What follows belongs to an exercise in optimizing a design on an open flow for small area, a short achievable clock period and few clock cycles; a production flow would make more cautious choices.
At most, simulation tests tie the RTL to the original design; equivalence was not proved.
Power and IR drop assume default switching activity.

// prc
module prc (
    input  wire        clk,
    input  wire        rst,             
    input  wire        op_valid,
    input  wire [31:0] op_word,
    output wire        op_ready,
    output reg         resp_valid,
    output reg  [3:0]  resp_code,
    output reg  [15:0] resp_data,
    output reg         ev_pot_write,    
    output reg         ev_gen_freq,     
    output reg         ev_gen_on,       
    output reg         ev_gen_off,      
    output reg         ev_adc_restart,  
    output reg         ev_announce,     
    output wire        out_en,
    output wire [7:0]  pot_pos,
    output wire [15:0] gen_freq
);
clock: 12.0 ns
lec_check: 0
cap_margin: 20
core_margin: 2
core_utilization: 40
place_density: 0.6
slew_margin: 20
run.sh (not shown) runs the stock make flow with config.mk's settings and CLKGATE_MAP_FILE= SYNTH_SCRIPT=/design/flow/synth_recipe.tcl, a recipe that flattens the netlist after the stock synthesis.
The first run completed without violations.
Then changed:
--- a/flow/design.v
+++ b/flow/design.v
@@ -73,23 +73,21 @@
     reg        adc_sat;
     reg [1:0]  adc_ext;         
     reg [15:0] adc_cnt;
     reg        busy;
     reg [5:0]  tcnt;
     reg        m_f, m_a, m_h, m_d, m_pa, m_c, m_pp, m_l, q_d;
-    reg        m_f0, m_f16, m_hc;    
     reg        f_ovf, no_pwm, no_adc, p_ovf;
     reg [6:0]  p_r;
     reg [6:0]  p_xr;            
     reg [10:0] p_xa;            
     localparam [3:0] C_SETFREQ = 4'd1, C_SETPWR = 4'd2, C_SETRUN = 4'd3, C_SETCTL = 4'd4,
                      C_SETBIND = 4'd5, C_TURNON = 4'd6, C_TURNOFF = 4'd7, C_SETESTOP = 4'd8,
                      C_SETPOS = 4'd9, C_READREG = 4'd10, C_TICK = 4'd11, C_PWMEDGE = 4'd12,
                      C_ADCDONE = 4'd13, C_INEDGE = 4'd14;
     reg        ir_valid;
-    reg        ir_adc;          
     reg [3:0]  ir_code;
     reg [5:0]  ir_f;            
     reg [15:0] ir_imm;          
     assign op_ready = (!busy || m_l) && !(ir_valid && (ir_code == C_TICK));
     assign out_en   = st_en;
     assign pot_pos  = {1'b0, st_pos};
@@ -122,12 +120,13 @@
         endcase
     end
     wire [15:0] w_imm = ir_imm;
     wire [1:0]  w_id  = ir_f[5:4];
     wire        w_b16 = ir_f[0];
     wire        zimm  = (w_imm == 16'd0);
+    wire        ir_adc = (ir_code == C_ADCDONE);
     wire acc = ir_valid;
     wire op_setfreq = acc && (ir_code == C_SETFREQ);
     wire op_setpwr  = acc && (ir_code == C_SETPWR);
     wire op_setrun  = acc && (ir_code == C_SETRUN);
     wire op_setctl  = acc && (ir_code == C_SETCTL);
     wire op_setbind = acc && (ir_code == C_SETBIND);
@@ -187,18 +186,19 @@
     wire [29:0] pe_m      = {pwm_m[22:0], pwm_ml};
     wire        pe_m_max  = (pe_m == M_MAX);
     wire [7:0]  pe_ml_s   = {1'b0, pwm_ml} + 8'd9;
     wire [5:0]  tn     = tcnt + 6'd1;
     wire [31:0] per_v  = pwm_per | {32{per_sat}};
     wire [31:0] on_v   = pwm_on  | {32{on_sat}};
+    wire        h_c   = (tcnt != 6'd18);                  
     wire        sgn   = pwm_m[32];
     wire        m_div = m_f || m_d;
     wire [33:0] sa_a  = m_div ? {pwm_m, pwm_ml[6]} :
                         (ir_adc && !busy) ? {2'b0, adc_sum} : {2'b0, pwm_m[31:0]};
     wire [33:0] sa_b  = !busy ? (ir_adc ? {24'd0, ir_imm[9:0]} : {27'd0, 7'd122}) :
-                        m_h ? (m_hc ? {2'b0, on_v} : 34'd0) :
+                        m_h ? (h_c ? {2'b0, on_v} : 34'd0) :
                         sgn ? {2'b0, per_v} : ~{2'b0, per_v};
     wire [33:0] sa_s  = sa_a + sa_b + {33'd0, busy ? (m_div && !sgn) : (!ir_adc && pe_ml_s[7])};
     wire        sa_q  = !sa_s[32];
     wire [16:0] av_sh = {adc_ext, adc_sum[31:17]};
     wire [17:0] av_s  = {1'b0, av_sh} - {2'b0, adc_cnt};
     wire        av_q  = !av_s[17];
@@ -232,13 +232,12 @@
     wire        reg_up  = st_en && !cfg_ctlmode && pwr_lt && (duty_f <= 10'd900) && (st_pos != 7'd100);
     wire [15:0] cd_next = (st_countdown == 16'd0) ? 16'd0 : st_countdown - 16'd1;
     wire        cd_run  = st_en && cfg_runmode;
     wire        cd_end  = cd_run && (cd_next == 16'd0);
     always @(posedge clk) begin
         ir_code <= i_code;
-        ir_adc  <= (i_code == C_ADCDONE);
         ir_f    <= op_word[21:16];
         ir_imm  <= op_word[15:0];
         if (rst) begin
             ir_valid     <= 1'b0;
             cfg_freq     <= DEF_FREQ;
             cfg_power    <= 13'd0;
@@ -346,40 +345,36 @@
                 adc_cnt <= (adc_cnt == 16'hFFFF) ? 16'hFFFF : adc_cnt + 16'd1;
             end
             if (op_tick) begin
                 busy   <= 1'b1;
                 tcnt   <= 6'd0;
                 m_f <= 1'b1; m_a <= 1'b1; m_h <= 1'b0; m_d <= 1'b0;
-                m_f0 <= 1'b1; m_f16 <= 1'b0; m_hc <= 1'b0;
                 m_pa <= 1'b0; m_c <= 1'b0; m_pp <= 1'b0; m_l <= 1'b0;
                 no_adc <= (adc_cnt == 16'd0);
                 if (adc_sat) adc_sum <= 32'hFFFFFFFF;
                 st_pwr <= 16'd0;
                 p_r    <= 7'd0;
                 p_xr   <= 7'd3;
                 p_xa   <= 11'd0;
             end
             if (busy) begin
                 tcnt <= tn;
                 m_f  <= (tn <= 6'd16);
-                m_f0 <= 1'b0;
-                m_f16 <= (tn == 6'd16);
-                m_hc <= (tn >= 6'd17) && (tn <= 6'd23) && (tn != 6'd18);
                 m_a  <= (tn <= 6'd17);
                 m_h  <= (tn >= 6'd17) && (tn <= 6'd23);
                 m_d  <= (tn >= 6'd24) && (tn <= 6'd33);
                 m_pa <= (tn >= 6'd1) && (tn <= 6'd18);
                 m_c  <= (tn == 6'd19);
                 m_pp <= (tn >= 6'd25) && (tn <= 6'd34);
                 m_l  <= (tn == 6'd35);
                 q_d  <= m_a ? av_q : sa_q;
             end
             if (m_f) begin
-                pwm_m  <= m_f16 ? 33'd0 : sa_s[32:0];
+                pwm_m  <= (tcnt == 6'd16) ? 33'd0 : sa_s[32:0];
                 pwm_ml <= {pwm_ml[5:0], 1'b0};
-                if (m_f0) begin
+                if (tcnt == 6'd0) begin
                     f_ovf  <= sa_q;
                     no_pwm <= (pe_m == 30'd0) || ((pwm_per == 32'd0) && !per_sat);
                 end else begin
                     st_freq <= {st_freq[14:0], sa_q};
                 end
             end
Worst hold slack gets better by 0.0072 ns.
Final area goes up by 0.32%.
Power goes up by about 0.9%.
Global-route usage goes up by 1.0 points.
Cell count goes up by 2.0%.
Non-clock buffer count is unchanged.
Synthesized area is about the same.
Count of clock-buffer cells in the layout goes down by 7.
Sequential share of layout area goes down by 0.44 points.
Testbench counts after the change, summed over its fixed seeds: cycles 57,204.
The RTL of the first run of this note was laid out without a check of its function.

[afterwards: timing with drivers on the ports]
How much do the figures lean on ideal ports? The routed layouts below were timed once more, with nothing changed but the port constraints.
Step 1 (the two cells are an assumption about what drives the block):
set clk [get_ports {clk}]
set_driving_cell -lib_cell sky130_fd_sc_hd__clkbuf_16 $clk
set_driving_cell -lib_cell sky130_fd_sc_hd__buf_2 [delete_from_list [all_inputs] $clk]
Step 2 also shifts input and output timing later by t, the mid clock arrival at the registers, as if the neighbouring blocks saw the same clock.
Slacks: ideal ports / drivers / drivers and shift; pairs: ideal ports / drivers.
| run | shift t [ns] | setup WS [ns] | worst setup path at the end | cell pins on the clock port's net |
|---|---|---|---|---|
| the first run | 0.659 | 6.670 / 6.670 / 6.670 | register to register | 1 |
| the second run | 0.667 | 6.749 / 6.686 / 6.939 | register to register | 1 |
After both steps setup and hold are still met in every run listed.
